This is an optimization exercise on Yosys and OpenROAD, whose aim is small area, a short achievable clock period and few clock cycles, not a production implementation.
No functional check of the RTL was part of any run shown here.

File: flow/config.mk
export PLATFORM = sky130hd
export DESIGN_NAME = pxe_core
export DESIGN_NICKNAME = pxe_core
export VERILOG_FILES = /design/flow/design.v
export SDC_FILE = /design/flow/constraint.sdc
export NUM_CORES = 4
export LEC_CHECK = 0
export ABC_AREA = 1
export CAP_MARGIN = 20
export CORE_MARGIN = 2
export CORE_UTILIZATION = 40
export SETUP_SLACK_MARGIN = 4.0
export SLEW_MARGIN = 20
File: flow/constraint.sdc
create_clock -name core_clock -period 9.0 [get_ports {clk}]
set_input_delay 1.8000 -clock core_clock [delete_from_list [all_inputs] [get_ports {clk}]]
set_output_delay 1.8000 -clock core_clock [all_outputs]
set_load 0.01 [all_outputs]
File: flow/design.v
module pxe_core (
    input  wire        clk,
    input  wire        rst,
    input  wire        cmd_valid,
    output wire        cmd_ready,
    input  wire [4:0]  cmd_op,
    input  wire [31:0] cmd_key,
    input  wire [15:0] cmd_height,
    input  wire [15:0] cmd_width,
    input  wire        in_valid,
    output wire        in_ready,
    input  wire [23:0] in_data,
    output wire        out_valid,
    input  wire        out_ready,
    output wire [23:0] out_data,
    output wire        mem_ren_a,
    output wire [9:0]  mem_raddr_a,
    input  wire [31:0] mem_rdata_a,
    output wire        mem_ren_b,
    output wire [9:0]  mem_raddr_b,
    input  wire [31:0] mem_rdata_b,
    output wire        mem_we,
    output wire [9:0]  mem_waddr,
    output wire [31:0] mem_wdata
);
    localparam [1:0] S_IDLE   = 2'd0,
                     S_RESEED = 2'd1,    
                     S_DRAW   = 2'd2,
                     S_MATH   = 2'd3;
    localparam [1:0] P_J1  = 2'd0,    
                     P_J2  = 2'd1,    
                     P_SMP = 2'd2;    
    reg [1:0]  state;
    reg        shuf;        
    reg        dec;
    reg [31:0] x;           
    reg [9:0]  cnt;         
    reg [9:0]  ra;          
    reg [9:0]  wk;          
    reg        msb;         
    reg        blk1;        
    reg        regen;       
    reg        d_valid;     
    reg        w_valid;     
    reg [7:0]  w8;          
    reg [15:0] wid, col, row;    
    reg [1:0]  phase;
    reg [1:0]  cp0, cp1, cp2;    
    reg [1:0]  bsel;        
    reg [23:0] out_reg;
    reg        out_v;
    wire [31:0] x_mix = x ^ {30'd0, x[31:30]};
    wire [31:0] x_inv = ~x_mix;
    wire cs_s1 = 1'b1 ^ cnt[0] ^ x_mix[0];
    wire cs_c2 = (1'b1 & cnt[0]) | (1'b1 & x_mix[0]) | (cnt[0] & x_mix[0]);
    wire cs_s3 = cnt[1] ^ x_mix[1];
    wire cs_c4 = cnt[1] & x_mix[1];
    wire cs_s5 = cnt[2] ^ x_mix[2] ^ x_mix[0];
    wire cs_c6 = (cnt[2] & x_mix[2]) | (cnt[2] & x_mix[0]) | (x_mix[2] & x_mix[0]);
    wire cs_s7 = cnt[3] ^ x_mix[3] ^ x_mix[1];
    wire cs_c8 = (cnt[3] & x_mix[3]) | (cnt[3] & x_mix[1]) | (x_mix[3] & x_mix[1]);
    wire cs_s9 = cnt[4] ^ x_mix[4] ^ x_mix[2];
    wire cs_c10 = (cnt[4] & x_mix[4]) | (cnt[4] & x_mix[2]) | (x_mix[4] & x_mix[2]);
    wire cs_s11 = 1'b1 ^ cnt[5] ^ x_mix[5];
    wire cs_c12 = (1'b1 & cnt[5]) | (1'b1 & x_mix[5]) | (cnt[5] & x_mix[5]);
    wire cs_s13 = x_mix[3] ^ x_inv[0];
    wire cs_c14 = x_mix[3] & x_inv[0];
    wire cs_s15 = cnt[6] ^ x_mix[6] ^ x_mix[4];
    wire cs_c16 = (cnt[6] & x_mix[6]) | (cnt[6] & x_mix[4]) | (x_mix[6] & x_mix[4]);
    wire cs_s17 = 1'b1 ^ cnt[7] ^ x_mix[7];
    wire cs_c18 = (1'b1 & cnt[7]) | (1'b1 & x_mix[7]) | (cnt[7] & x_mix[7]);
    wire cs_s19 = x_mix[5] ^ x_inv[2] ^ x_inv[0];
    wire cs_c20 = (x_mix[5] & x_inv[2]) | (x_mix[5] & x_inv[0]) | (x_inv[2] & x_inv[0]);
    wire cs_s21 = cnt[8] ^ x_mix[8] ^ x_mix[6];
    wire cs_c22 = (cnt[8] & x_mix[8]) | (cnt[8] & x_mix[6]) | (x_mix[8] & x_mix[6]);
    wire cs_s23 = x_inv[3] ^ x_inv[1];
    wire cs_c24 = x_inv[3] & x_inv[1];
    wire cs_s25 = cnt[9] ^ x_mix[9] ^ x_mix[7];
    wire cs_c26 = (cnt[9] & x_mix[9]) | (cnt[9] & x_mix[7]) | (x_mix[9] & x_mix[7]);
    wire cs_s27 = x_mix[0] ^ x_inv[4] ^ x_inv[2];
    wire cs_c28 = (x_mix[0] & x_inv[4]) | (x_mix[0] & x_inv[2]) | (x_inv[4] & x_inv[2]);
    wire cs_s29 = x_mix[10] ^ x_mix[8] ^ x_mix[1];
    wire cs_c30 = (x_mix[10] & x_mix[8]) | (x_mix[10] & x_mix[1]) | (x_mix[8] & x_mix[1]);
    wire cs_s31 = x_inv[5] ^ x_inv[3];
    wire cs_c32 = x_inv[5] & x_inv[3];
    wire cs_s33 = x_mix[11] ^ x_mix[9] ^ x_mix[2];
    wire cs_c34 = (x_mix[11] & x_mix[9]) | (x_mix[11] & x_mix[2]) | (x_mix[9] & x_mix[2]);
    wire cs_s35 = x_mix[0] ^ x_inv[6] ^ x_inv[4];
    wire cs_c36 = (x_mix[0] & x_inv[6]) | (x_mix[0] & x_inv[4]) | (x_inv[6] & x_inv[4]);
    wire cs_s37 = x_mix[12] ^ x_mix[10] ^ x_mix[3];
    wire cs_c38 = (x_mix[12] & x_mix[10]) | (x_mix[12] & x_mix[3]) | (x_mix[10] & x_mix[3]);
    wire cs_s39 = x_mix[1] ^ x_inv[7] ^ x_inv[5];
    wire cs_c40 = (x_mix[1] & x_inv[7]) | (x_mix[1] & x_inv[5]) | (x_inv[7] & x_inv[5]);
    wire cs_s41 = x_mix[13] ^ x_mix[11] ^ x_mix[4];
    wire cs_c42 = (x_mix[13] & x_mix[11]) | (x_mix[13] & x_mix[4]) | (x_mix[11] & x_mix[4]);
    wire cs_s43 = x_mix[2] ^ x_inv[8] ^ x_inv[6];
    wire cs_c44 = (x_mix[2] & x_inv[8]) | (x_mix[2] & x_inv[6]) | (x_inv[8] & x_inv[6]);
    wire cs_s45 = x_mix[14] ^ x_mix[12] ^ x_mix[5];
    wire cs_c46 = (x_mix[14] & x_mix[12]) | (x_mix[14] & x_mix[5]) | (x_mix[12] & x_mix[5]);
    wire cs_s47 = x_mix[3] ^ x_inv[9] ^ x_inv[7];
    wire cs_c48 = (x_mix[3] & x_inv[9]) | (x_mix[3] & x_inv[7]) | (x_inv[9] & x_inv[7]);
    wire cs_s49 = 1'b1 ^ x_mix[15] ^ x_mix[13];
    wire cs_c50 = (1'b1 & x_mix[15]) | (1'b1 & x_mix[13]) | (x_mix[15] & x_mix[13]);
    wire cs_s51 = x_mix[6] ^ x_mix[4] ^ x_inv[10];
    wire cs_c52 = (x_mix[6] & x_mix[4]) | (x_mix[6] & x_inv[10]) | (x_mix[4] & x_inv[10]);
    wire cs_s53 = x_inv[8] ^ x_inv[0];
    wire cs_c54 = x_inv[8] & x_inv[0];
    wire cs_s55 = x_mix[16] ^ x_mix[14] ^ x_mix[7];
    wire cs_c56 = (x_mix[16] & x_mix[14]) | (x_mix[16] & x_mix[7]) | (x_mix[14] & x_mix[7]);
    wire cs_s57 = x_mix[5] ^ x_inv[11] ^ x_inv[9];
    wire cs_c58 = (x_mix[5] & x_inv[11]) | (x_mix[5] & x_inv[9]) | (x_inv[11] & x_inv[9]);
    wire cs_s59 = x_mix[17] ^ x_mix[15] ^ x_mix[8];
    wire cs_c60 = (x_mix[17] & x_mix[15]) | (x_mix[17] & x_mix[8]) | (x_mix[15] & x_mix[8]);
    wire cs_s61 = x_mix[6] ^ x_inv[12] ^ x_inv[10];
    wire cs_c62 = (x_mix[6] & x_inv[12]) | (x_mix[6] & x_inv[10]) | (x_inv[12] & x_inv[10]);
    wire cs_s63 = x_mix[18] ^ x_mix[16] ^ x_mix[9];
    wire cs_c64 = (x_mix[18] & x_mix[16]) | (x_mix[18] & x_mix[9]) | (x_mix[16] & x_mix[9]);
    wire cs_s65 = x_mix[7] ^ x_inv[13] ^ x_inv[11];
    wire cs_c66 = (x_mix[7] & x_inv[13]) | (x_mix[7] & x_inv[11]) | (x_inv[13] & x_inv[11]);
    wire cs_s67 = x_mix[19] ^ x_mix[17] ^ x_mix[10];
    wire cs_c68 = (x_mix[19] & x_mix[17]) | (x_mix[19] & x_mix[10]) | (x_mix[17] & x_mix[10]);
    wire cs_s69 = x_mix[8] ^ x_mix[0] ^ x_inv[14];
    wire cs_c70 = (x_mix[8] & x_mix[0]) | (x_mix[8] & x_inv[14]) | (x_mix[0] & x_inv[14]);
    wire cs_s71 = x_inv[12] ^ x_inv[4];
    wire cs_c72 = x_inv[12] & x_inv[4];
    wire cs_s73 = x_mix[20] ^ x_mix[18] ^ x_mix[11];
    wire cs_c74 = (x_mix[20] & x_mix[18]) | (x_mix[20] & x_mix[11]) | (x_mix[18] & x_mix[11]);
    wire cs_s75 = x_mix[9] ^ x_mix[1] ^ x_inv[15];
    wire cs_c76 = (x_mix[9] & x_mix[1]) | (x_mix[9] & x_inv[15]) | (x_mix[1] & x_inv[15]);
    wire cs_s77 = x_inv[13] ^ x_inv[5];
    wire cs_c78 = x_inv[13] & x_inv[5];
    wire cs_s79 = x_mix[21] ^ x_mix[19] ^ x_mix[12];
    wire cs_c80 = (x_mix[21] & x_mix[19]) | (x_mix[21] & x_mix[12]) | (x_mix[19] & x_mix[12]);
    wire cs_s81 = x_mix[10] ^ x_mix[2] ^ x_inv[16];
    wire cs_c82 = (x_mix[10] & x_mix[2]) | (x_mix[10] & x_inv[16]) | (x_mix[2] & x_inv[16]);
    wire cs_s83 = x_inv[14] ^ x_inv[6];
    wire cs_c84 = x_inv[14] & x_inv[6];
    wire cs_s85 = x_mix[22] ^ x_mix[20] ^ x_mix[13];
    wire cs_c86 = (x_mix[22] & x_mix[20]) | (x_mix[22] & x_mix[13]) | (x_mix[20] & x_mix[13]);
    wire cs_s87 = x_mix[11] ^ x_mix[3] ^ x_inv[17];
    wire cs_c88 = (x_mix[11] & x_mix[3]) | (x_mix[11] & x_inv[17]) | (x_mix[3] & x_inv[17]);
    wire cs_s89 = x_inv[15] ^ x_inv[7];
    wire cs_c90 = x_inv[15] & x_inv[7];
    wire cs_s91 = x_mix[23] ^ x_mix[21] ^ x_mix[14];
    wire cs_c92 = (x_mix[23] & x_mix[21]) | (x_mix[23] & x_mix[14]) | (x_mix[21] & x_mix[14]);
    wire cs_s93 = x_mix[12] ^ x_mix[4] ^ x_inv[18];
    wire cs_c94 = (x_mix[12] & x_mix[4]) | (x_mix[12] & x_inv[18]) | (x_mix[4] & x_inv[18]);
    wire cs_s95 = x_inv[16] ^ x_inv[8];
    wire cs_c96 = x_inv[16] & x_inv[8];
    wire cs_s97 = x_mix[24] ^ x_mix[22] ^ x_mix[15];
    wire cs_c98 = (x_mix[24] & x_mix[22]) | (x_mix[24] & x_mix[15]) | (x_mix[22] & x_mix[15]);
    wire cs_s99 = x_mix[13] ^ x_mix[5] ^ x_inv[19];
    wire cs_c100 = (x_mix[13] & x_mix[5]) | (x_mix[13] & x_inv[19]) | (x_mix[5] & x_inv[19]);
    wire cs_s101 = x_inv[17] ^ x_inv[9];
    wire cs_c102 = x_inv[17] & x_inv[9];
    wire cs_s103 = x_mix[25] ^ x_mix[23] ^ x_mix[16];
    wire cs_c104 = (x_mix[25] & x_mix[23]) | (x_mix[25] & x_mix[16]) | (x_mix[23] & x_mix[16]);
    wire cs_s105 = x_mix[14] ^ x_mix[6] ^ x_inv[20];
    wire cs_c106 = (x_mix[14] & x_mix[6]) | (x_mix[14] & x_inv[20]) | (x_mix[6] & x_inv[20]);
    wire cs_s107 = x_inv[18] ^ x_inv[10];
    wire cs_c108 = x_inv[18] & x_inv[10];
    wire cs_s109 = 1'b1 ^ x_mix[26] ^ x_mix[24];
    wire cs_c110 = (1'b1 & x_mix[26]) | (1'b1 & x_mix[24]) | (x_mix[26] & x_mix[24]);
    wire cs_s111 = x_mix[17] ^ x_mix[15] ^ x_mix[7];
    wire cs_c112 = (x_mix[17] & x_mix[15]) | (x_mix[17] & x_mix[7]) | (x_mix[15] & x_mix[7]);
    wire cs_s113 = x_inv[21] ^ x_inv[19] ^ x_inv[11];
    wire cs_c114 = (x_inv[21] & x_inv[19]) | (x_inv[21] & x_inv[11]) | (x_inv[19] & x_inv[11]);
    wire cs_s115 = x_mix[27] ^ x_mix[25] ^ x_mix[18];
    wire cs_c116 = (x_mix[27] & x_mix[25]) | (x_mix[27] & x_mix[18]) | (x_mix[25] & x_mix[18]);
    wire cs_s117 = x_mix[16] ^ x_mix[8] ^ x_inv[22];
    wire cs_c118 = (x_mix[16] & x_mix[8]) | (x_mix[16] & x_inv[22]) | (x_mix[8] & x_inv[22]);
    wire cs_s119 = x_inv[20] ^ x_inv[12] ^ x_inv[1];
    wire cs_c120 = (x_inv[20] & x_inv[12]) | (x_inv[20] & x_inv[1]) | (x_inv[12] & x_inv[1]);
    wire cs_s121 = 1'b1 ^ x_mix[28] ^ x_mix[26];
    wire cs_c122 = (1'b1 & x_mix[28]) | (1'b1 & x_mix[26]) | (x_mix[28] & x_mix[26]);
    wire cs_s123 = x_mix[19] ^ x_mix[17] ^ x_mix[9];
    wire cs_c124 = (x_mix[19] & x_mix[17]) | (x_mix[19] & x_mix[9]) | (x_mix[17] & x_mix[9]);
    wire cs_s125 = x_inv[23] ^ x_inv[21] ^ x_inv[13];
    wire cs_c126 = (x_inv[23] & x_inv[21]) | (x_inv[23] & x_inv[13]) | (x_inv[21] & x_inv[13]);
    wire cs_s127 = x_inv[2] ^ x_inv[0];
    wire cs_c128 = x_inv[2] & x_inv[0];
    wire cs_s129 = x_mix[29] ^ x_mix[27] ^ x_mix[20];
    wire cs_c130 = (x_mix[29] & x_mix[27]) | (x_mix[29] & x_mix[20]) | (x_mix[27] & x_mix[20]);
    wire cs_s131 = x_mix[18] ^ x_mix[10] ^ x_inv[24];
    wire cs_c132 = (x_mix[18] & x_mix[10]) | (x_mix[18] & x_inv[24]) | (x_mix[10] & x_inv[24]);
    wire cs_s133 = x_inv[22] ^ x_inv[14] ^ x_inv[3];
    wire cs_c134 = (x_inv[22] & x_inv[14]) | (x_inv[22] & x_inv[3]) | (x_inv[14] & x_inv[3]);
    wire cs_s135 = x_mix[30] ^ x_mix[28] ^ x_mix[21];
    wire cs_c136 = (x_mix[30] & x_mix[28]) | (x_mix[30] & x_mix[21]) | (x_mix[28] & x_mix[21]);
    wire cs_s137 = x_mix[19] ^ x_mix[11] ^ x_inv[25];
    wire cs_c138 = (x_mix[19] & x_mix[11]) | (x_mix[19] & x_inv[25]) | (x_mix[11] & x_inv[25]);
    wire cs_s139 = x_inv[23] ^ x_inv[15] ^ x_inv[4];
    wire cs_c140 = (x_inv[23] & x_inv[15]) | (x_inv[23] & x_inv[4]) | (x_inv[15] & x_inv[4]);
    wire cs_s141 = x_mix[31] ^ x_mix[29] ^ x_mix[22];
    wire cs_s143 = x_mix[20] ^ x_mix[12] ^ x_mix[0];
    wire cs_s145 = x_inv[26] ^ x_inv[24] ^ x_inv[16];
    wire cs_s147 = x_inv[5] ^ x_inv[3];
    wire cs_s149 = cs_c10 ^ cs_s13 ^ cs_s11;
    wire cs_c150 = (cs_c10 & cs_s13) | (cs_c10 & cs_s11) | (cs_s13 & cs_s11);
    wire cs_s151 = x_inv[1] ^ cs_c14 ^ cs_c12;
    wire cs_c152 = (x_inv[1] & cs_c14) | (x_inv[1] & cs_c12) | (cs_c14 & cs_c12);
    wire cs_s153 = cs_c16 ^ cs_s17 ^ cs_s19;
    wire cs_c154 = (cs_c16 & cs_s17) | (cs_c16 & cs_s19) | (cs_s17 & cs_s19);
    wire cs_s155 = cs_c18 ^ cs_s23 ^ cs_c20;
    wire cs_c156 = (cs_c18 & cs_s23) | (cs_c18 & cs_c20) | (cs_s23 & cs_c20);
    wire cs_s157 = cs_c24 ^ cs_c22 ^ cs_s25;
    wire cs_c158 = (cs_c24 & cs_c22) | (cs_c24 & cs_s25) | (cs_c22 & cs_s25);
    wire cs_s159 = cs_c26 ^ cs_s31 ^ cs_c28;
    wire cs_c160 = (cs_c26 & cs_s31) | (cs_c26 & cs_c28) | (cs_s31 & cs_c28);
    wire cs_s161 = cs_c32 ^ cs_c30 ^ cs_s33;
    wire cs_c162 = (cs_c32 & cs_c30) | (cs_c32 & cs_s33) | (cs_c30 & cs_s33);
    wire cs_s163 = cs_c34 ^ cs_c36 ^ cs_s37;
    wire cs_c164 = (cs_c34 & cs_c36) | (cs_c34 & cs_s37) | (cs_c36 & cs_s37);
    wire cs_s165 = cs_c38 ^ cs_c40 ^ cs_s41;
    wire cs_c166 = (cs_c38 & cs_c40) | (cs_c38 & cs_s41) | (cs_c40 & cs_s41);
    wire cs_s167 = cs_c42 ^ cs_c44 ^ cs_s45;
    wire cs_c168 = (cs_c42 & cs_c44) | (cs_c42 & cs_s45) | (cs_c44 & cs_s45);
    wire cs_s169 = cs_c46 ^ cs_s53 ^ cs_c48;
    wire cs_c170 = (cs_c46 & cs_s53) | (cs_c46 & cs_c48) | (cs_s53 & cs_c48);
    wire cs_s171 = cs_s49 ^ cs_s51;
    wire cs_c172 = cs_s49 & cs_s51;
    wire cs_s173 = x_inv[1] ^ cs_c54 ^ cs_c50;
    wire cs_c174 = (x_inv[1] & cs_c54) | (x_inv[1] & cs_c50) | (cs_c54 & cs_c50);
    wire cs_s175 = cs_c52 ^ cs_s55 ^ cs_s57;
    wire cs_c176 = (cs_c52 & cs_s55) | (cs_c52 & cs_s57) | (cs_s55 & cs_s57);
    wire cs_s177 = x_inv[2] ^ cs_c56 ^ cs_c58;
    wire cs_c178 = (x_inv[2] & cs_c56) | (x_inv[2] & cs_c58) | (cs_c56 & cs_c58);
    wire cs_s179 = cs_s59 ^ cs_s61;
    wire cs_c180 = cs_s59 & cs_s61;
    wire cs_s181 = x_inv[3] ^ cs_c60 ^ cs_c62;
    wire cs_c182 = (x_inv[3] & cs_c60) | (x_inv[3] & cs_c62) | (cs_c60 & cs_c62);
    wire cs_s183 = cs_s63 ^ cs_s65;
    wire cs_c184 = cs_s63 & cs_s65;
    wire cs_s185 = cs_c64 ^ cs_s71 ^ cs_c66;
    wire cs_c186 = (cs_c64 & cs_s71) | (cs_c64 & cs_c66) | (cs_s71 & cs_c66);
    wire cs_s187 = cs_s67 ^ cs_s69;
    wire cs_c188 = cs_s67 & cs_s69;
    wire cs_s189 = cs_c72 ^ cs_c68 ^ cs_s77;
    wire cs_c190 = (cs_c72 & cs_c68) | (cs_c72 & cs_s77) | (cs_c68 & cs_s77);
    wire cs_s191 = cs_c70 ^ cs_s73 ^ cs_s75;
    wire cs_c192 = (cs_c70 & cs_s73) | (cs_c70 & cs_s75) | (cs_s73 & cs_s75);
    wire cs_s193 = cs_c78 ^ cs_c74 ^ cs_s83;
    wire cs_c194 = (cs_c78 & cs_c74) | (cs_c78 & cs_s83) | (cs_c74 & cs_s83);
    wire cs_s195 = cs_c76 ^ cs_s79 ^ cs_s81;
    wire cs_c196 = (cs_c76 & cs_s79) | (cs_c76 & cs_s81) | (cs_s79 & cs_s81);
    wire cs_s197 = cs_c84 ^ cs_c80 ^ cs_s89;
    wire cs_c198 = (cs_c84 & cs_c80) | (cs_c84 & cs_s89) | (cs_c80 & cs_s89);
    wire cs_s199 = cs_c82 ^ cs_s85 ^ cs_s87;
    wire cs_c200 = (cs_c82 & cs_s85) | (cs_c82 & cs_s87) | (cs_s85 & cs_s87);
    wire cs_s201 = cs_c90 ^ cs_c86 ^ cs_s95;
    wire cs_c202 = (cs_c90 & cs_c86) | (cs_c90 & cs_s95) | (cs_c86 & cs_s95);
    wire cs_s203 = cs_c88 ^ cs_s91 ^ cs_s93;
    wire cs_c204 = (cs_c88 & cs_s91) | (cs_c88 & cs_s93) | (cs_s91 & cs_s93);
    wire cs_s205 = cs_c96 ^ cs_c92 ^ cs_s101;
    wire cs_c206 = (cs_c96 & cs_c92) | (cs_c96 & cs_s101) | (cs_c92 & cs_s101);
    wire cs_s207 = cs_c94 ^ cs_s97 ^ cs_s99;
    wire cs_c208 = (cs_c94 & cs_s97) | (cs_c94 & cs_s99) | (cs_s97 & cs_s99);
    wire cs_s209 = cs_c102 ^ cs_c98 ^ cs_s107;
    wire cs_c210 = (cs_c102 & cs_c98) | (cs_c102 & cs_s107) | (cs_c98 & cs_s107);
    wire cs_s211 = cs_c100 ^ cs_s103 ^ cs_s105;
    wire cs_c212 = (cs_c100 & cs_s103) | (cs_c100 & cs_s105) | (cs_s103 & cs_s105);
    wire cs_s213 = x_inv[0] ^ cs_c108 ^ cs_c104;
    wire cs_c214 = (x_inv[0] & cs_c108) | (x_inv[0] & cs_c104) | (cs_c108 & cs_c104);
    wire cs_s215 = cs_c106 ^ cs_s109 ^ cs_s111;
    wire cs_c216 = (cs_c106 & cs_s109) | (cs_c106 & cs_s111) | (cs_s109 & cs_s111);
    wire cs_s217 = cs_c110 ^ cs_c112 ^ cs_c114;
    wire cs_c218 = (cs_c110 & cs_c112) | (cs_c110 & cs_c114) | (cs_c112 & cs_c114);
    wire cs_s219 = cs_s115 ^ cs_s117 ^ cs_s119;
    wire cs_c220 = (cs_s115 & cs_s117) | (cs_s115 & cs_s119) | (cs_s117 & cs_s119);
    wire cs_s221 = cs_c116 ^ cs_s127 ^ cs_c118;
    wire cs_c222 = (cs_c116 & cs_s127) | (cs_c116 & cs_c118) | (cs_s127 & cs_c118);
    wire cs_s223 = cs_c120 ^ cs_s121 ^ cs_s123;
    wire cs_c224 = (cs_c120 & cs_s121) | (cs_c120 & cs_s123) | (cs_s121 & cs_s123);
    wire cs_s225 = x_inv[1] ^ cs_c128 ^ cs_c122;
    wire cs_c226 = (x_inv[1] & cs_c128) | (x_inv[1] & cs_c122) | (cs_c128 & cs_c122);
    wire cs_s227 = cs_c124 ^ cs_c126 ^ cs_s129;
    wire cs_c228 = (cs_c124 & cs_c126) | (cs_c124 & cs_s129) | (cs_c126 & cs_s129);
    wire cs_s229 = cs_s131 ^ cs_s133;
    wire cs_c230 = cs_s131 & cs_s133;
    wire cs_s231 = x_inv[2] ^ cs_c130 ^ cs_c132;
    wire cs_c232 = (x_inv[2] & cs_c130) | (x_inv[2] & cs_c132) | (cs_c130 & cs_c132);
    wire cs_s233 = cs_c134 ^ cs_s135 ^ cs_s137;
    wire cs_c234 = (cs_c134 & cs_s135) | (cs_c134 & cs_s137) | (cs_s135 & cs_s137);
    wire cs_s235 = cs_c136 ^ cs_s147 ^ cs_c138;
    wire cs_s237 = cs_c140 ^ cs_s141 ^ cs_s143;
    wire cs_s239 = cs_s15 ^ cs_s151 ^ cs_c150;
    wire cs_c240 = (cs_s15 & cs_s151) | (cs_s15 & cs_c150) | (cs_s151 & cs_c150);
    wire cs_s241 = cs_c152 ^ cs_s153;
    wire cs_c242 = cs_c152 & cs_s153;
    wire cs_s243 = cs_s21 ^ cs_c154 ^ cs_s155;
    wire cs_c244 = (cs_s21 & cs_c154) | (cs_s21 & cs_s155) | (cs_c154 & cs_s155);
    wire cs_s245 = cs_s27 ^ cs_c156 ^ cs_s157;
    wire cs_c246 = (cs_s27 & cs_c156) | (cs_s27 & cs_s157) | (cs_c156 & cs_s157);
    wire cs_s247 = cs_s29 ^ cs_c158 ^ cs_s159;
    wire cs_c248 = (cs_s29 & cs_c158) | (cs_s29 & cs_s159) | (cs_c158 & cs_s159);
    wire cs_s249 = cs_s35 ^ cs_c160 ^ cs_s161;
    wire cs_c250 = (cs_s35 & cs_c160) | (cs_s35 & cs_s161) | (cs_c160 & cs_s161);
    wire cs_s251 = cs_s39 ^ cs_c162 ^ cs_s163;
    wire cs_c252 = (cs_s39 & cs_c162) | (cs_s39 & cs_s163) | (cs_c162 & cs_s163);
    wire cs_s253 = cs_s43 ^ cs_c164 ^ cs_s165;
    wire cs_c254 = (cs_s43 & cs_c164) | (cs_s43 & cs_s165) | (cs_c164 & cs_s165);
    wire cs_s255 = cs_s47 ^ cs_c166 ^ cs_s167;
    wire cs_c256 = (cs_s47 & cs_c166) | (cs_s47 & cs_s167) | (cs_c166 & cs_s167);
    wire cs_s257 = cs_s171 ^ cs_c168 ^ cs_s169;
    wire cs_c258 = (cs_s171 & cs_c168) | (cs_s171 & cs_s169) | (cs_c168 & cs_s169);
    wire cs_s259 = cs_c172 ^ cs_s173 ^ cs_c170;
    wire cs_c260 = (cs_c172 & cs_s173) | (cs_c172 & cs_c170) | (cs_s173 & cs_c170);
    wire cs_s261 = cs_c174 ^ cs_s179 ^ cs_c176;
    wire cs_c262 = (cs_c174 & cs_s179) | (cs_c174 & cs_c176) | (cs_s179 & cs_c176);
    wire cs_s263 = cs_c180 ^ cs_s183 ^ cs_c178;
    wire cs_c264 = (cs_c180 & cs_s183) | (cs_c180 & cs_c178) | (cs_s183 & cs_c178);
    wire cs_s265 = cs_c184 ^ cs_s187 ^ cs_c182;
    wire cs_c266 = (cs_c184 & cs_s187) | (cs_c184 & cs_c182) | (cs_s187 & cs_c182);
    wire cs_s267 = cs_c188 ^ cs_s189 ^ cs_c186;
    wire cs_c268 = (cs_c188 & cs_s189) | (cs_c188 & cs_c186) | (cs_s189 & cs_c186);
    wire cs_s269 = cs_c190 ^ cs_s193 ^ cs_c192;
    wire cs_c270 = (cs_c190 & cs_s193) | (cs_c190 & cs_c192) | (cs_s193 & cs_c192);
    wire cs_s271 = cs_c194 ^ cs_s197 ^ cs_c196;
    wire cs_c272 = (cs_c194 & cs_s197) | (cs_c194 & cs_c196) | (cs_s197 & cs_c196);
    wire cs_s273 = cs_c198 ^ cs_s201 ^ cs_c200;
    wire cs_c274 = (cs_c198 & cs_s201) | (cs_c198 & cs_c200) | (cs_s201 & cs_c200);
    wire cs_s275 = cs_c202 ^ cs_s205 ^ cs_c204;
    wire cs_c276 = (cs_c202 & cs_s205) | (cs_c202 & cs_c204) | (cs_s205 & cs_c204);
    wire cs_s277 = cs_c206 ^ cs_s209 ^ cs_c208;
    wire cs_c278 = (cs_c206 & cs_s209) | (cs_c206 & cs_c208) | (cs_s209 & cs_c208);
    wire cs_s279 = cs_s113 ^ cs_c210 ^ cs_s213;
    wire cs_c280 = (cs_s113 & cs_c210) | (cs_s113 & cs_s213) | (cs_c210 & cs_s213);
    wire cs_s281 = cs_c212 ^ cs_s215;
    wire cs_c282 = cs_c212 & cs_s215;
    wire cs_s283 = cs_c214 ^ cs_c216 ^ cs_s217;
    wire cs_c284 = (cs_c214 & cs_c216) | (cs_c214 & cs_s217) | (cs_c216 & cs_s217);
    wire cs_s285 = cs_s125 ^ cs_c218 ^ cs_c220;
    wire cs_c286 = (cs_s125 & cs_c218) | (cs_s125 & cs_c220) | (cs_c218 & cs_c220);
    wire cs_s287 = cs_s221 ^ cs_s223;
    wire cs_c288 = cs_s221 & cs_s223;
    wire cs_s289 = cs_s225 ^ cs_s229 ^ cs_c222;
    wire cs_c290 = (cs_s225 & cs_s229) | (cs_s225 & cs_c222) | (cs_s229 & cs_c222);
    wire cs_s291 = cs_c224 ^ cs_s227;
    wire cs_c292 = cs_c224 & cs_s227;
    wire cs_s293 = cs_s139 ^ cs_c226 ^ cs_c230;
    wire cs_c294 = (cs_s139 & cs_c226) | (cs_s139 & cs_c230) | (cs_c226 & cs_c230);
    wire cs_s295 = cs_c228 ^ cs_s231 ^ cs_s233;
    wire cs_c296 = (cs_c228 & cs_s231) | (cs_c228 & cs_s233) | (cs_s231 & cs_s233);
    wire cs_s297 = cs_s145 ^ cs_c232 ^ cs_c234;
    wire cs_s299 = cs_s235 ^ cs_s237;
    wire cs_s301 = cs_s175 ^ cs_c258 ^ cs_s259;
    wire cs_c302 = (cs_s175 & cs_c258) | (cs_s175 & cs_s259) | (cs_c258 & cs_s259);
    wire cs_s303 = cs_s177 ^ cs_c260 ^ cs_s261;
    wire cs_c304 = (cs_s177 & cs_c260) | (cs_s177 & cs_s261) | (cs_c260 & cs_s261);
    wire cs_s305 = cs_s181 ^ cs_c262 ^ cs_s263;
    wire cs_c306 = (cs_s181 & cs_c262) | (cs_s181 & cs_s263) | (cs_c262 & cs_s263);
    wire cs_s307 = cs_s185 ^ cs_c264 ^ cs_s265;
    wire cs_c308 = (cs_s185 & cs_c264) | (cs_s185 & cs_s265) | (cs_c264 & cs_s265);
    wire cs_s309 = cs_s191 ^ cs_c266 ^ cs_s267;
    wire cs_c310 = (cs_s191 & cs_c266) | (cs_s191 & cs_s267) | (cs_c266 & cs_s267);
    wire cs_s311 = cs_s195 ^ cs_c268 ^ cs_s269;
    wire cs_c312 = (cs_s195 & cs_c268) | (cs_s195 & cs_s269) | (cs_c268 & cs_s269);
    wire cs_s313 = cs_s199 ^ cs_c270 ^ cs_s271;
    wire cs_c314 = (cs_s199 & cs_c270) | (cs_s199 & cs_s271) | (cs_c270 & cs_s271);
    wire cs_s315 = cs_s203 ^ cs_c272 ^ cs_s273;
    wire cs_c316 = (cs_s203 & cs_c272) | (cs_s203 & cs_s273) | (cs_c272 & cs_s273);
    wire cs_s317 = cs_s207 ^ cs_c274 ^ cs_s275;
    wire cs_c318 = (cs_s207 & cs_c274) | (cs_s207 & cs_s275) | (cs_c274 & cs_s275);
    wire cs_s319 = cs_s211 ^ cs_c276 ^ cs_s277;
    wire cs_c320 = (cs_s211 & cs_c276) | (cs_s211 & cs_s277) | (cs_c276 & cs_s277);
    wire cs_s321 = cs_s281 ^ cs_s279 ^ cs_c278;
    wire cs_c322 = (cs_s281 & cs_s279) | (cs_s281 & cs_c278) | (cs_s279 & cs_c278);
    wire cs_s323 = cs_s219 ^ cs_c282 ^ cs_c280;
    wire cs_c324 = (cs_s219 & cs_c282) | (cs_s219 & cs_c280) | (cs_c282 & cs_c280);
    wire cs_s325 = cs_s287 ^ cs_c284 ^ cs_s285;
    wire cs_c326 = (cs_s287 & cs_c284) | (cs_s287 & cs_s285) | (cs_c284 & cs_s285);
    wire cs_s327 = cs_c288 ^ cs_s291 ^ cs_c286;
    wire cs_c328 = (cs_c288 & cs_s291) | (cs_c288 & cs_c286) | (cs_s291 & cs_c286);
    wire cs_s329 = cs_c292 ^ cs_c290 ^ cs_s293;
    wire cs_c330 = (cs_c292 & cs_c290) | (cs_c292 & cs_s293) | (cs_c290 & cs_s293);
    wire cs_s331 = cs_c294 ^ cs_s299 ^ cs_c296;
    wire cs_s333 = cs_s283 ^ cs_c322 ^ cs_s323;
    wire cs_c334 = (cs_s283 & cs_c322) | (cs_s283 & cs_s323) | (cs_c322 & cs_s323);
    wire cs_s335 = cs_c324 ^ cs_s325;
    wire cs_c336 = cs_c324 & cs_s325;
    wire cs_s337 = cs_s289 ^ cs_c326 ^ cs_s327;
    wire cs_c338 = (cs_s289 & cs_c326) | (cs_s289 & cs_s327) | (cs_c326 & cs_s327);
    wire cs_s339 = cs_s295 ^ cs_c328 ^ cs_s329;
    wire cs_c340 = (cs_s295 & cs_c328) | (cs_s295 & cs_s329) | (cs_c328 & cs_s329);
    wire cs_s341 = cs_s297 ^ cs_c330 ^ cs_s331;
    wire [31:0] ms_a = {cs_c340, cs_c338, cs_c336, cs_c334, cs_s333, cs_c320, cs_c318, cs_c316, cs_c314, cs_c312, cs_c310, cs_c308, cs_c306, cs_c304, cs_c302, cs_s301, cs_c256, cs_c254, cs_c252, cs_c250, cs_c248, cs_c246, cs_c244, cs_c242, cs_c240, cs_s239, cs_s149, cs_c8, cs_c6, cs_c4, cs_s3, cs_s1};
    wire [31:0] ms_b = {cs_s341, cs_s339, cs_s337, cs_s335, 1'b0, cs_s321, cs_s319, cs_s317, cs_s315, cs_s313, cs_s311, cs_s309, cs_s307, cs_s305, cs_s303, 1'b0, cs_s257, cs_s255, cs_s253, cs_s251, cs_s249, cs_s247, cs_s245, cs_s243, cs_s241, 1'b0, 1'b0, cs_s9, cs_s7, cs_s5, cs_c2, 1'b0};
    wire [31:0] x_next = ms_a + ms_b;
    wire        in_rs = (state == S_RESEED);
    wire [9:0]  rb = (ra >= 10'd228) ? ra - 10'd228 : ra + 10'd396;
    wire [31:0] op_a = regen ? x : mem_rdata_a;
    wire [31:0] op_b = in_rs ? x : mem_rdata_b;
    wire [31:0] tw   = op_b ^ {1'b0, msb, op_a[30:1]} ^ (op_a[0] ? 32'h9908B0DF : 32'h0);
    function [31:0] temper;
        input [31:0] v;
        reg [31:0] t;
        begin
            t = v ^ (v >> 11);
            t = t ^ ((t << 7)  & 32'h9D2C5680);
            t = t ^ ((t << 15) & 32'hEFC60000);
            t = t ^ (t >> 18);
            temper = t;
        end
    endfunction
    wire [31:0] word = temper(tw);
    function [7:0] sel_byte;
        input [23:0] p;
        input [1:0]  k;
        begin
            case (k)
                2'd0:    sel_byte = p[7:0];
                2'd1:    sel_byte = p[15:8];
                default: sel_byte = p[23:16];
            endcase
        end
    endfunction
    wire [1:0] cp_b  = (bsel == 2'd0) ? cp0 : (bsel == 2'd1) ? cp1 : cp2;
    wire [1:0] src   = (shuf && !dec) ? cp_b : bsel;    
    wire [1:0] dst   = (shuf && dec)  ? cp_b : bsel;    
    wire [7:0] s_in  = sel_byte(in_data, src);
    wire        acc_nz  = (w8[6:0] <= 7'd99);
    wire [7:0]  s_inv   = s_in ^ {8{dec}};
    wire [9:0]  sum     = {2'b00, s_inv} + {3'b000, w8[6:0]} - 10'd50;
    wire [7:0]  clipped = (sum[9] ? 8'd0 : (sum[8] ? 8'd255 : sum[7:0])) ^ {8{dec}};
    wire [7:0]  res     = shuf ? clipped : (s_in ^ w8);
    wire [7:0]  k8  = x[7:0];
    wire [7:0]  mka = dec ? ~k8 : 8'd0;
    wire [7:0]  mkc = dec ? 8'hFF : k8;
    wire [7:0]  m_r0 = ((in_data[7:0]   ^ mka) + k8) ^ mkc;
    wire [7:0]  m_r1 = ((in_data[15:8]  ^ mka) + k8) ^ mkc;
    wire [7:0]  m_r2 = ((in_data[23:16] ^ mka) + k8) ^ mkc;
    wire out_free = !out_v || out_ready;
    wire in_draw  = (state == S_DRAW);
    wire in_math  = (state == S_MATH);
    wire smp_word = !shuf || (phase == P_SMP && acc_nz);
    wire consume  = w_valid && (!smp_word || (in_valid && out_free));
    wire put      = w_valid && smp_word && in_valid && out_free;    
    wire advance  = d_valid && (!w_valid || consume);
    wire room     = !d_valid || advance;
    wire last_col = (col == 16'd1);
    wire last_pix = last_col && (row == 16'd1);
    wire pix_done = (put && bsel == 2'd2) || (in_math && in_valid && out_free);
    wire raw      = in_rs && (cnt <= 10'd396);      
    wire reload   = d_valid && blk1 && (wk == 10'd395);
    wire issue    = !(pix_done && last_pix) && room && !reload &&
                    ((in_rs && cnt >= 10'd396) || in_draw);
    wire step     = in_rs ? (cnt < 10'd396 || (cnt == 10'd396 ? issue : advance))
                          : (regen && (cnt == 10'd396 || advance));
    wire [15:0] cr_dec = (last_col ? row : col) - 16'd1;
    assign cmd_ready = (state == S_IDLE);
    assign in_ready  = (w_valid && smp_word && bsel == 2'd2 && out_free) ||
                       (in_math && out_free);
    assign out_valid = out_v;
    assign out_data  = out_reg;
    assign mem_ren_a   = issue;
    assign mem_raddr_a = ra;
    assign mem_ren_b   = issue;
    assign mem_raddr_b = rb;
    assign mem_we      = raw || d_valid;
    assign mem_waddr   = wk;
    assign mem_wdata   = raw ? x : tw;
    always @(posedge clk) begin
        if (rst) begin
            state   <= S_IDLE;
            d_valid <= 1'b0;
            w_valid <= 1'b0;
            out_v   <= 1'b0;
        end else begin
            if (out_ready)
                out_v <= 1'b0;
            if (pix_done)
                out_v <= 1'b1;
            if (advance) begin
                msb <= op_a[31];
                w8  <= word[7:0];
                wk  <= (wk == 10'd623) ? 10'd0 : wk + 10'd1;
                if (wk == 10'd623)
                    blk1 <= 1'b0;
                if (wk == 10'd622)
                    regen <= 1'b0;
            end
            if (step) begin
                x   <= x_next;
                cnt <= cnt + 10'd1;
            end
            d_valid <= issue || (d_valid && !advance);
            if (issue)
                ra <= (ra == 10'd623) ? 10'd0 : ra + 10'd1;
            w_valid <= advance || (w_valid && !consume);
            if (consume && shuf) begin
                case (phase)
                    P_J1: begin
                        if (w8[1:0] != 2'd3) begin
                            cp0   <= w8[1:0];    
                            phase <= P_J2;
                        end
                    end
                    P_J2: begin
                        case ({cp0, w8[0]})
                            3'b000: begin cp0 <= 2'd1; cp1 <= 2'd2; cp2 <= 2'd0; end
                            3'b001: begin cp0 <= 2'd2; cp1 <= 2'd1; cp2 <= 2'd0; end
                            3'b010: begin cp0 <= 2'd2; cp1 <= 2'd0; cp2 <= 2'd1; end
                            3'b011: begin cp0 <= 2'd0; cp1 <= 2'd2; cp2 <= 2'd1; end
                            3'b100: begin cp0 <= 2'd1; cp1 <= 2'd0; cp2 <= 2'd2; end
                            default: begin cp0 <= 2'd0; cp1 <= 2'd1; cp2 <= 2'd2; end
                        endcase
                        phase <= P_SMP;
                    end
                    default: ;
                endcase
            end
            if (put) begin
                case (dst)
                    2'd0:    out_reg[7:0]   <= res;
                    2'd1:    out_reg[15:8]  <= res;
                    default: out_reg[23:16] <= res;
                endcase
                bsel <= (bsel == 2'd2) ? 2'd0 : bsel + 2'd1;
            end
            case (state)
                S_IDLE: begin
                    if (cmd_valid) begin
                        shuf   <= cmd_op[2];
                        dec    <= cmd_op[4];
                        x      <= cmd_key;
                        cnt    <= 10'd0;
                        ra     <= 10'd1;
                        wk     <= 10'd0;
                        blk1   <= 1'b1;
                        regen  <= 1'b0;
                        phase  <= P_J1;
                        bsel   <= 2'd0;
                        wid    <= cmd_width;
                        col    <= cmd_width;
                        row    <= cmd_height;
                        if (cmd_height == 16'd0 || cmd_width == 16'd0)
                            state <= S_IDLE;
                        else if (cmd_op[1])
                            state <= S_MATH;
                        else
                            state <= S_RESEED;
                    end
                end
                S_RESEED: begin
                    if (cnt == 10'd0)
                        msb <= x[31];
                    if (raw && step)
                        wk <= (cnt == 10'd396) ? 10'd0 : cnt + 10'd1;
                    if (cnt == 10'd623 && advance)
                        state <= S_DRAW;
                end
                S_DRAW: begin
                    if (reload && advance) begin
                        x     <= mem_rdata_a;
                        cnt   <= 10'd396;
                        regen <= 1'b1;
                    end
                end
                S_MATH: begin
                    if (pix_done)
                        out_reg <= {m_r2, m_r1, m_r0};
                end
                default: state <= S_IDLE;
            endcase
            if (pix_done) begin
                if (last_pix) begin
                    state   <= S_IDLE;
                    d_valid <= 1'b0;
                    w_valid <= 1'b0;
                end else if (last_col) begin
                    col <= wid;
                    row <= cr_dec;
                end else begin
                    col <= cr_dec;
                end
            end
        end
    end
endmodule
File: flow/run.sh
#!/bin/bash
# synth_recipe.tcl (not shown) runs the flow's synth.tcl, then flattens the netlist and writes it again
# the make line also repeats each setting of config.mk as NAME=value (left out here)
make -C /OpenROAD-flow-scripts/flow DESIGN_CONFIG=/design/flow/config.mk WORK_HOME=/design/flow/orfs CLKGATE_MAP_FILE= SYNTH_SCRIPT=/design/flow/synth_recipe.tcl finish
==> results.txt, run 1 <==
- The total overflow left after global routing is 0.
- The sort of element at the end of the critical path is a flip-flop.
- The most used flip-flop cell after synthesis is edfxtp_1.
- The min-delay analysis places its worst path in the category reg -> reg.
- The endpoint identified for the worst register-to-register timing path is x[28].
- The mux contribution to synthesized area is 0.00322.
- The count of final max-slew check failures is 0.
- Synthesis inferred 162 register bits.
- Once layout is complete, the utilization of the core stands at 0.523.
- Summing all multi-input logic gate instances after layout gives 12600 µm².
- For this run, the number of Yosys warnings is 1.
- The net count reported at finish is 3164.
- The total routing usage reported by global routing is 0.286.
- Final hold analysis gives a worst-case slack of 551 ps.
- After synthesis, the largest family of logic cells by area is adder cells.
- The wire length per cell is 20.4 µm.
- Counting the buffers created by CTS gives 17.
- The worst register-to-register path has a depth of 17.
- The fraction of the cycle the final worst path needs is 0.557.
- The total number of vias is 18.5k.
- The post-DP HPWL is 52.4 mm.
- The pin count of the biggest net entering global routing is 58.
- In the final layout, the share of cells above drive strength 1 is 0.148.
- The post-synth design cell area is around 19000 µm².
- The maximum frequency from static timing analysis is about 200 MHz.
- The most area-hungry cell type in the Yosys netlist is edfxtp_1.
- Clock latency on the worst-skew pair, taken at its later pin, is about 480 ps.
- For the final database, setup skew stands at 14.5 ps.
- Yosys attributes the largest share of cell area to edfxtp_1 25%, fa_1 14%, nand2_1 9.6%.
- CTS placed an instance of clkbuf_16 at the clock tree root.
- The instance area after placement is 21700 µm².
- The synthesized design contains 157 enable-type register cells.
- The area growth from synthesis to layout is 29.9%.
- The total area inside the core boundary comes to between 40000 and 50000 µm².
- Counting every sink on the clock net gives 162.
- The number of placement rows is 79.
- The area share of and/or/nand/nor cells after synthesis is 0.196.
- The I/O pin count is 254.
- The most common cell in the synthesized netlist is nand2_1.
- The worst hold path begins at wid[8].
- The fraction of registers with async set or reset after synthesis is 0.
- The average instance area after synthesis is 7.76 µm².
- The area fraction in compound gates after synthesis came to 0.156.
- In the post-route analysis, the smallest setup slack over all paths is approximately 4000 ps.
- Counting instances in the post-synthesis netlist gives the leading cell types as 479 x nand2_1, 389 x inv_1, 223 x o21ai_0.
- The highest net fanout along the worst path is 4.
- Routability-driven placement finished with a final weighted congestion of around 0.96.
- The DRC violation count after routing is 0.
- The number of antenna violations at the first check in global routing is 1.
- The worst path in the final design needs a cycle of 5010 ps, including I/O delays and setup.
- The share of the Yosys chip area taken by registers is 0.258.
- The startpoint identified for the worst register-to-register timing path is x[31].
- CTS built an H-tree with a depth of 4.
- The number of routed nets with antenna violations is 0.
- Wires add up to 69.6 mm.
- Setup violations remaining at the end of the flow were counted as 0.
- Across the whole layout, storage elements account for 4810 µm².
- The total of buffers placed on input and output ports is 251.
- Headroom to the max-slew limit came out at 0.275.
- Setup repair after global routing could not meet its margin everywhere.
- After routing the design area is 24200 µm².
- The share of the synthesized area in the top cell type is 0.252.
- Of the total synthesized cell area, the portion taken by XOR and XNOR cells is 0.0834.
- The first global-routing pass estimated 104 mm of wire.
- The total of fill cells in the finished design is 4327.
- Synthesis instantiated 63 different standard cells from the library.
- The number of standard cells in the final layout excluding fillers is 3404.
- The adder-cell share of the synthesized area is 0.201.
- The cell count after synthesis came out at 2408.
- Measured along the y axis, the die boundary spans 220 µm.
- The die span in x is 220 µm.
- The initial utilization of the core area, before any placement, comes to 0.403.
- The net count after synthesis is approximately 2.8k.
- The worst setup path category is reg -> reg.
- The die outline area is around 48000 µm².
- Setup slack on the worst reg-to-reg path comes out at between 3000 and 4000 ps.
- In this run, placement finished with an instance count of about 3.2k.
- Clock-pin slew was measured on the worst setup and hold paths at 70 ps.
- The first TritonRoute pass finished after 8 iterations.
- The post-place setup slack is 2810 ps.
- The max capacitance violation total is 0.
- In this run, post-CTS hold repair placed 0 buffers.
- The endpoint required time on the critical path is 9220 ps.
- TritonCTS built the clock tree.
- In the routed layout, each cell is associated on average with a via count of 5.44.
- The number of cells on the worst hold path is 2.
- The detailed router finished its first iteration with 1438 violations.
- The number of failing hold endpoints at the final stage is 0.
- The run finished with no timing, DRC or antenna violations.
- The startpoint class of the critical path is a flip-flop.
- The terminating pin of the worst hold path is col[8].
- The via count of the first global-routing pass is between 15k and 20k.
- STA puts the critical path data arrival time at 5240 ps.
- The flip-flop count of the largest register, all copies and words added is 32.
- The number of buffers between clock root and the deepest sink is 2.
- At the pin with the least slew margin, the transition time is 1090 ps.
- Adding up every negative setup slack in the final design gives 0 ps.
[cell type report]
cell class                      count  area share
Multi-Input combinational cell   1765       0.518
Sequential cell                   162       0.199
Timing Repair Buffer              426       0.160
Inverter                          409      0.0674
Tap cell                          607      0.0313
Clock buffer                       17      0.0175
Clock inverter                     15     0.00660
Timing Repair inverter              1    0.000310
Antenna cell                        2    0.000206
[repair_timing]
item | in CTS | in global routing
buffers inserted | 118 | 39
gates resized for setup | 199 | 141
pin swaps | 37 | 34
setup endpoints to repair | 80 | 72
cloned | 2 | 2
[kinds of logic (layout without fill, tap and decap cells)]
group           count (synthesis)  count (layout)
compound gates                517             517
xor+xnor                      177             177
fa+ha+maj                     220             220
buf+inv                       482             868
flops                         162             162
mux                             6               6
other cells                     0               2
simple gates                  844             845
[worst max-delay path by stage]
| stage | from | to | cells after the start |
|---|---|---|---|
| 2_1_floorplan | x[1] | x[31] | 18 |
| 4_1_cts | mem_rdata_a[24] | mem_wdata[23] | 6 |
| 6_report | x[31] | x[28] | 17 |
| 3_3_place_gp | mem_rdata_a[0] | mem_wdata[0] | 8 |
| 5_1_grt | x[13] | x[30] | 18 |
| 3_5_place_dp | mem_rdata_a[0] | mem_wdata[0] | 8 |
[cells in the final DEF, fill, tap and decap left out, types with 18 or more instances in the layout]
master / count
a21oi_1: 136
clkdlybuf4s50_1: 192
clkbuf_16: 18
buf_4: 162
a22oi_1: 32
edfxtp_1: 157
o211ai_1: 18
o21ai_1: 67
nand3_1: 95
ha_1: 79
o21ai_2: 27
xnor2_1: 64
nor4_1: 20
xor2_1: 92
nor2_1: 148
fa_1: 130
nand4_1: 25
inv_1: 364
clkinvlp_4: 23
nand2_1: 470
o21ai_0: 169
[critical path: stages, from the launching register on]
cell and delay (ps):
edfxtp_1 500, xnor2_2 190, buf_6 140, buf_12 120
fa_1 470, inv_1 50, fa_1 460, fa_1 520
fa_1 440, ha_1 390, nand2_1 190, nor2_1 160
nand2_1 130, or3_1 430, nand3_1 200, nand2_1 80
o21ai_1 210, nand2_1 70
[routing by layer]
layer | track usage | share of wire | vias to the layer above
met1 | 0.365 | 0.41 | 8863
met3 | 0.0487 | 0.072 | 168
li1 | - | - | 8687
met2 | 0.468 | 0.47 | 803
met5 | 0 | 0 | -
met4 | 0.141 | 0.050 | 0
==> inputs of run 2 (changes only) <==
--- a/flow/config.mk
+++ b/flow/config.mk
@@ -9,5 +9,5 @@
 export CAP_MARGIN = 20
 export CORE_MARGIN = 2
 export CORE_UTILIZATION = 40
-export SETUP_SLACK_MARGIN = 4.0
+export SETUP_SLACK_MARGIN = 3.0
 export SLEW_MARGIN = 20
==> results.txt, run 2 <==
- The run finished with no timing, DRC or antenna violations.
- After synthesis, the most frequently instantiated cells are 479 x nand2_1, 389 x inv_1, 223 x o21ai_0.
- The area fraction in compound gates after synthesis is 0.156 (unchanged).
- The diode insertion count for antenna repair is 0 (-2).
- The number of instances in the synthesized netlist came to 2408 (unchanged).
- The path class of the lowest-slack min-delay path is reg -> reg.
- The least setup slack across all paths after layout is 3140 ps (-849 ps).
- The number of placement rows is 79 (unchanged).
- The pin slew with the least headroom to its limit is 967 ps (-120 ps).
- The number of clock sinks is 162 (unchanged).
- The count of hold-fix buffers inserted at cts is 0 (unchanged).
- The mux contribution to synthesized area is 0.00322 (unchanged).
- The die outline area was 48400 µm² (unchanged).
- Setup repair after global routing left no endpoint under its margin.
- The DRC violation count after routing is 0 (unchanged).
- The adder-cell share of the synthesized area is 0.201 (unchanged).
- The number of distinct library cell variants in the gate-level netlist after synthesis is 63 (unchanged).
- The flop and latch count out of synthesis is 162 (unchanged).
- The count of final max-slew check failures is 0 (unchanged).
- The floorplan core area is 46400 µm² (unchanged).
- The minimum hold slack is 554 ps (+2.72 ps).
- The number of standard cells in the final layout excluding fillers is 3249 (-4.6%).
- The net count reported at finish came to 3011 (-4.8%).
- Compared with the post-synthesis result, the final layout area differs by 20.2%.
- The fraction of the core area covered by cells at the end of the flow was 0.484 (-0.0391).
- The fraction of the cycle the final worst path needs came to 0.652 (+0.0944).
- The stage delay of the slowest cell on the critical path was 620 ps (+100 ps).
- The endpoint required time on the critical path is 7200 ps (-2020 ps).
- The layout cell share with drive strength beyond 1 is 0.0466 (-0.102).
- The total of fill cells in the finished design is 4491 (+3.8%).
- The instance area after placement is 21700 µm² (about the same).
- In the post-synthesis netlist, the biggest area contributors are edfxtp_1 25%, fa_1 14%, nand2_1 9.6%.
- The number of failing hold endpoints at the final stage is 0 (unchanged).
- The number of buffers between clock root and the deepest sink came to 2 (unchanged).
- The total routing usage reported by global routing is 0.272 (-0.0133).
- The total number of vias came to 17.6k (-5.1%).
- The count of TritonRoute iterations in the first routing pass is 6 (-2).
- The library cell used most frequently in the layout, excluding fill and tap cells, is nand2_1.
- The total of buffers placed on input and output ports is 251 (unchanged).
- The total buffers and inverters traversed by the critical path came to 3 (unchanged).
- The number of failing setup endpoints in the final timing report is 0 (unchanged).
- The setup path with the least slack is of type in -> out.
- The number of H-tree levels came to 4 (unchanged).
- The die span in x came to 220 µm (unchanged).
- The portion of the post-synthesis area used by sequential elements came to 0.258 (unchanged).
- The number of routed nets with antenna violations is 0 (unchanged).
- The I/O pin count is 254 (unchanged).
- The CTS tree is done.
- The area share of and/or/nand/nor cells after synthesis came to 0.196 (unchanged).
- The most numerous cell type found on the critical path is clkdlybuf4s50_1.
- The total number of yosys warnings came to 1 (unchanged).
- The flip-flop count of the largest register, all copies and words added is 32 (unchanged).
- The post-DP HPWL is 51.9 mm (-0.94%).
- The clock root buffer is clkbuf_16.
- Walking the worst path, the cells encountered are clkdlybuf4s50_1 -> nor2_1 -> a21oi_4 -> buf_12 -> xnor2_1 -> xor2_1 -> nand2_1 -> o21ai_0 -> clkdlybuf4s50_1.
- The post-synth design cell area is 18700 µm² (unchanged).
- In the layout the commonest cells are 479 x nand2_1, 388 x inv_1, 250 x clkdlybuf4s50_1.
- The post-place setup slack is 2840 ps (+33.3 ps).
- The initial cell density of the core is 0.403 (unchanged).
- The clock latency on the worst-skew pair is 470 ps (about the same).
- The most area-hungry cell type in the Yosys netlist is edfxtp_1.
- The final clock skew is 17.6 ps (+3.14 ps).
- The area of all placed cells without fillers was 22400 µm² (-7.5%).
- In the post-synthesis netlist, the cell with the most instances is nand2_1.
- The max capacitance violation total is 0 (unchanged).
- The total CTS buffers is 17 (unchanged).
- The final total negative setup slack is 0 ps (unchanged).
- The startpoint class of the critical path is a primary input.
- The area share of xor/xnor cells in the synthesized design came to 0.0834 (unchanged).
- The largest individual stage delay along the critical path comes from the cell clkdlybuf4s50_1.
- The pin count of the biggest net entering global routing came to 71 (+22%).
- The highest net fanout along the worst path was 11 (+7).
- The number of DRC markers after the initial detailed-route iteration came to 1536 (+6.8%).
- The arrival time at the worst endpoint is 4060 ps (-1180 ps).
- The remaining global-route overflow came to 0 (unchanged).
- The most used flip-flop cell after synthesis is edfxtp_1.
- The die height came to 220 µm (unchanged).
- The clock-pin slew on the worst setup and hold paths is 70 ps (about the same).
- The number of antenna violations at the first check in global routing came to 1 (unchanged).
- The fraction of registers with async set or reset after synthesis came to 0 (unchanged).
- The sort of element at the end of the critical path is an output port.
- The vias per cell is 5.41 (-0.53%).
- The wire length per cell is 20.2 µm (-1.3%).
- The global-route wire length before repair came to 99.1 mm (-4.6%).
- The maximum frequency from static timing analysis is 171 MHz (-14%).
- The number of flops mapped to enable cells by yosys came to 157 (unchanged).
- The share of the synthesized area in the top cell type is 0.252 (unchanged).
- In this design, the largest share of critical-path delay is due to buffers and inverters.
- The total length of routed wires was 65.6 mm (-5.8%).
- The final critical delay including setup and external delays is 5860 ps (+849 ps).
- The average instance area after synthesis is 7.76 µm² (unchanged).
- The net count after synthesis is 2790 (unchanged).
- The cell count after placement was 3208 (-0.031%).
- The worst slew margin relative to its limit was 0.356 (+0.0809).
- The routability-driven placement congestion ratio was 0.997 (+4.2%).
- The via count of the first global-routing pass is 17.1k (-3.9%).
- By area, the combinational part of the netlist is dominated by adder cells.
==> run 2: per-layer routing <==
metal / GRT usage / vias up / part of all wire
met1: 0.356 / 8375 / 0.42
met5: 0 / - / 0.00020
met2: 0.448 / 728 / 0.46
met4: 0.117 / 2 / 0.043
met3: 0.0421 / 119 / 0.070
li1: - / 8360 / -
==> run 2: area by class of cell <==
class / instances / area [µm²] / area share
Timing Repair Buffer: 275 / 2720 / 0.121
Clock buffer: 17 / 425 / 0.0190
Inverter: 409 / 1560 / 0.0693
Tap cell: 607 / 759 / 0.0338
Multi-Input combinational cell: 1764 / 12000 / 0.533
Clock inverter: 15 / 199 / 0.00887
Sequential cell: 162 / 4810 / 0.215
==> run 2: worst paths after layout <==
path	from	endpoint	slack, ps	depth (start not counted)
hold reg to reg	cp0[1]	cp2[1]	550	0
setup / recovery	mem_rdata_a[0]	mem_wdata[0]	3140	9
hold / removal	cp0[1]	cp2[1]	550	0
setup reg to reg	x[0]	x[26]	3360	19
==> run 2: repair_timing <==
item,in CTS,in global routing
pin swaps,0,2
setup buffers,6,2
setup endpoints to repair,8,15
resized for setup,3,4
==> run 2: cell families (layout without fill, tap and decap cells) <==
kind of cell | after synthesis | after routing
flops | 162 | 162
mux | 6 | 6
simple gates | 844 | 844
buf+inv | 482 | 716
fa+ha+maj | 220 | 220
compound gates | 517 | 517
xor+xnor | 177 | 177
==> inputs of run 3 (changes only) <==
--- a/flow/config.mk
+++ b/flow/config.mk
@@ -9,5 +9,5 @@
 export CAP_MARGIN = 20
 export CORE_MARGIN = 2
 export CORE_UTILIZATION = 40
-export SETUP_SLACK_MARGIN = 3.0
+export SETUP_SLACK_MARGIN = 3.5
 export SLEW_MARGIN = 20
==> results.txt, run 3 <==
- The launch point of the worst reg-to-reg path is x[6].
- The number of antenna violations at the first check in global routing was 1 (unchanged).
- The pin slew with the least headroom to its limit was 979 ps (+12.4 ps).
- The flop and latch count out of synthesis came to 162 (unchanged).
- The die outline area was 48400 µm² (unchanged).
- The net count after synthesis is 2790 (unchanged).
- The share of the synthesized area in the top cell type is 0.252 (unchanged).
- The number of clock sinks is 162 (unchanged).
- The clock latency on the worst-skew pair is 470 ps (about the same).
- The diode insertion count for antenna repair is 0 (unchanged).
- The count of hold-fix buffers inserted at cts came to 0 (unchanged).
- The global-route wire length before repair came to 99.4 mm (+0.36%).
- Among all flip-flop cells after synthesis, the most frequent one is edfxtp_1.
- The fraction of registers with async set or reset after synthesis is 0 (unchanged).
- The critical path starts at x[6].
- The cell type of the slowest stage on the worst timing path is fa_1.
- The most area-hungry cell type in the Yosys netlist is edfxtp_1.
- The final clock skew was 16.0 ps (-1.63 ps).
- The number of buffers between clock root and the deepest sink is 2 (unchanged).
- The DRC violation count after routing came to 0 (unchanged).
- Sorting the synthesized cells by area gives the leading types as edfxtp_1 25%, fa_1 14%, nand2_1 9.6%.
- The die height is 220 µm (unchanged).
- The fraction of the cycle the final worst path needs is 0.608 (-0.0440).
- The routability-driven placement congestion ratio is 0.997 (unchanged).
- The I/O pin count was 254 (unchanged).
- The count of TritonRoute iterations in the first routing pass is 5 (-1).
- The remaining global-route overflow is 0 (unchanged).
- The sort of element at the end of the critical path is a flip-flop.
- The number of failing hold endpoints at the final stage is 0 (unchanged).
- The total length of routed wires is 66.3 mm (+1.0%).
- The flip-flop count of the largest register, all copies and words added is 32 (unchanged).
- The end point of the critical path is x[30].
- The CTS tree is done.
- The cell depth of the worst flop-to-flop path is 15 (-4).
- The number of flops mapped to enable cells by yosys is 157 (unchanged).
- The portion of the post-synthesis area used by sequential elements is 0.258 (unchanged).
- The clock-pin slew on the worst setup and hold paths came to 80 ps (about the same).
- The worst slew margin relative to its limit is 0.347 (-0.00829).
- The number of distinct library cell variants in the gate-level netlist after synthesis is 63 (unchanged).
- The area occupied by multi-input gates is 12100 µm² (+1.0%).
- Leaving out fill and tap cells, the most frequent cell in the layout is nand2_1.
- Setup repair after global routing could not meet its margin everywhere.
- The total number of yosys warnings was 1 (unchanged).
- The layout cell share with drive strength beyond 1 is 0.0759 (+0.0293).
- The area taken by flip-flops and latches came to 4810 µm² (unchanged).
- The average instance area after synthesis is 7.76 µm² (unchanged).
- The total CTS buffers was 17 (unchanged).
- The final critical delay including setup and external delays is 5470 ps (-396 ps).
- The via count of the first global-routing pass is 17.3k (+0.74%).
- In this design, the critical path's most frequently occurring cell is fa_1.
- The clock root buffer is clkbuf_16.
- STA classifies the critical path startpoint as a flip-flop.
- The final total negative setup slack is 0 ps (unchanged).
- The minimum hold slack is 547 ps (-6.14 ps).
- The floorplan core area is 46400 µm² (unchanged).
- The worst setup path is of the reg -> reg kind.
- The number of instances in the synthesized netlist is 2408 (unchanged).
- The count of final max-slew check failures is 0 (unchanged).
- The initial cell density of the core came to 0.403 (unchanged).
- The signal on the critical path passes through buf_4 -> inv_1 -> ha_1 -> fa_1 -> fa_1 -> fa_1 -> ha_1 -> a21oi_1 -> o21ai_0 -> o21bai_1 -> a21oi_1 -> o21ai_0 -> xor2_1 -> o21ai_1 -> nand2_1.
- The layout overhead on the synthesized area is 22.7%.
- The max capacitance violation total was 0 (unchanged).
- The vias per cell is 5.42 (+0.22%).
- The number of H-tree levels is 4 (unchanged).
- The number of routed nets with antenna violations came to 0 (unchanged).
- The total of fill cells in the finished design is 4472 (-0.42%).
- The die span in x came to 220 µm (unchanged).
- The number of placement rows is 79 (unchanged).
- The highest net fanout along the worst path is 9 (-2).
- The fraction of the core area covered by cells at the end of the flow came to 0.494 (+0.0102).
- The total routing usage reported by global routing is 0.273 (+0.00105).
- The total number of vias is 17.9k (+1.6%).
- By count the netlist is led by 479 x nand2_1, 389 x inv_1, 223 x o21ai_0.
- The flow ran to the end and the layout has no timing, DRC or antenna violations.
- The net count reported at finish is 3057 (+1.5%).
- The pin count of the biggest net entering global routing was 71 (unchanged).
- The number of failing setup endpoints in the final timing report is 0 (unchanged).
- The reg-to-reg setup timing slack is 3530 ps (+170 ps).
- The arrival time at the worst endpoint is 5810 ps (+1750 ps).
- The number of DRC markers after the initial detailed-route iteration was 1600 (+4.2%).
- The top cell types in the final layout, fill and taps aside, are 478 x nand2_1, 381 x inv_1, 233 x clkdlybuf4s50_1.
- The maximum frequency from static timing analysis came to 183 MHz (+7.2%).
- The wire length per cell is 20.1 µm (-0.38%).
- The post-DP HPWL is 51.9 mm (unchanged).
- The worst register-to-register path ends at x[30].
- The most common cell in the synthesized netlist is nand2_1.
- The tightest min-delay check is of the reg -> reg type.
- The endpoint required time on the critical path is 9350 ps (+2150 ps).
- The total of buffers placed on input and output ports came to 251 (unchanged).
- The post-synth design cell area came to 18700 µm² (unchanged).
- The stage delay of the slowest cell on the critical path is 600 ps (-20 ps).
-- run 3: cell counts after synthesis --
No cell type changed its count.
-- run 3: kinds of logic (layout without fill, tap and decap cells) --
family,after synthesis,in the layout,share of synthesized area
muxes,6,6,0.00322
and+or+nand+nor,844,844,0.196
buffers and inverters,482,762,0.103
AOI/OAI and AO/OA,517,517,0.156
xor gates and xnor gates,177,177,0.0834
adders and majority gates,220,220,0.201
DFF,162,162,0.258
-- run 3: per-layer routing --
metal,vias up,wire length (µm),track usage
met2,760,30900,0.451
met4,2,2930,0.120
met1,8541,27600,0.356
met5,-,13,0
met3,123,4790,0.0403
li1,8446,-,-
-- run 3: area by class of cell --
class                      count  area share
clock buffer                  17      0.0186
clock inverter                15     0.00868
inverter                     409      0.0690
multi-input combinational   1764       0.528
sequential                   162       0.210
tap                          607      0.0332
timing repair buffer         321       0.133
-- run 3: worst min-delay path by stage --
stage / endpoint / depth (start not counted) / slack (ps) / start
6_report: col[4] / 2 / 550 / wid[4]
4_1_cts: col[4] / 2 / 550 / wid[4]
3_5_place_dp: cp2[1] / 0 / 540 / cp0[1]
3_3_place_gp: col[4] / 2 / 530 / wid[4]
5_1_grt: col[8] / 2 / 580 / wid[8]
2_1_floorplan: w_valid / 2 / 490 / d_valid
-- run 3: repair_timing --
item,CTS,global route
setup buffers,24,30
pin swaps,6,8
cloned,0,0
resized for setup,37,43
endpoints found under the setup margin,43,52
-- run 3: stage by stage --
| stage | instance area (µm²) | setup slack [ps] | cells |
|---|---|---|---|
| final | 22900 | 3530 | 3295 |
| after global routing | 22900 | 3490 | 3295 |
| after global placement | 21700 | 2840 | 3208 |
| after floorplan | 18700 | 3830 | 2408 |
| after CTS | 22600 | 3280 | 3264 |
| after detailed placement | 21700 | 2840 | 3208 |
-- run 3: critical path, delay by kind of cell (launching register included) --
kind	cells	cell delay, ps
AO/OA/AOI/OAI	6	1290
XOR/XNOR	1	540
adder cells (fa/ha/maj)	5	2300
buffers and inverters	2	770
flip-flops	1	350
AND/OR/NAND/NOR	1	80

port drivers added, routing unchanged:
How much do the figures lean on ideal ports? The routed layouts below were timed once more, with nothing changed but the port constraints. Step 1: set_driving_cell puts a clkbuf_16 on clk and a buf_2 on each other input, an assumption about the parent block. Step 2, shift: input delay + t, output delay - t, t = (earliest + latest rising clock arrival at the registers) / 2. This alone moves slack from input paths to output paths. Three values: ideal ports, drivers, drivers and shift; two values: the first two.
run	t (ns)	setup WS [ns]	worst hold slack (ns)
run 1	0.524	3.986 / 3.942 / 3.647	0.551 / 0.551 / 0.551
run 2	0.516	3.136 / 3.099 / 3.044	0.554 / 0.554 / 0.554
run 3	0.522	3.532 / 3.532 / 3.258	0.547 / 0.547 / 0.547
After both steps setup and hold are still met in every run listed. The setup slack of run 1, which loses most, moves by -0.044 ns with the drivers and by -0.339 ns with both steps.
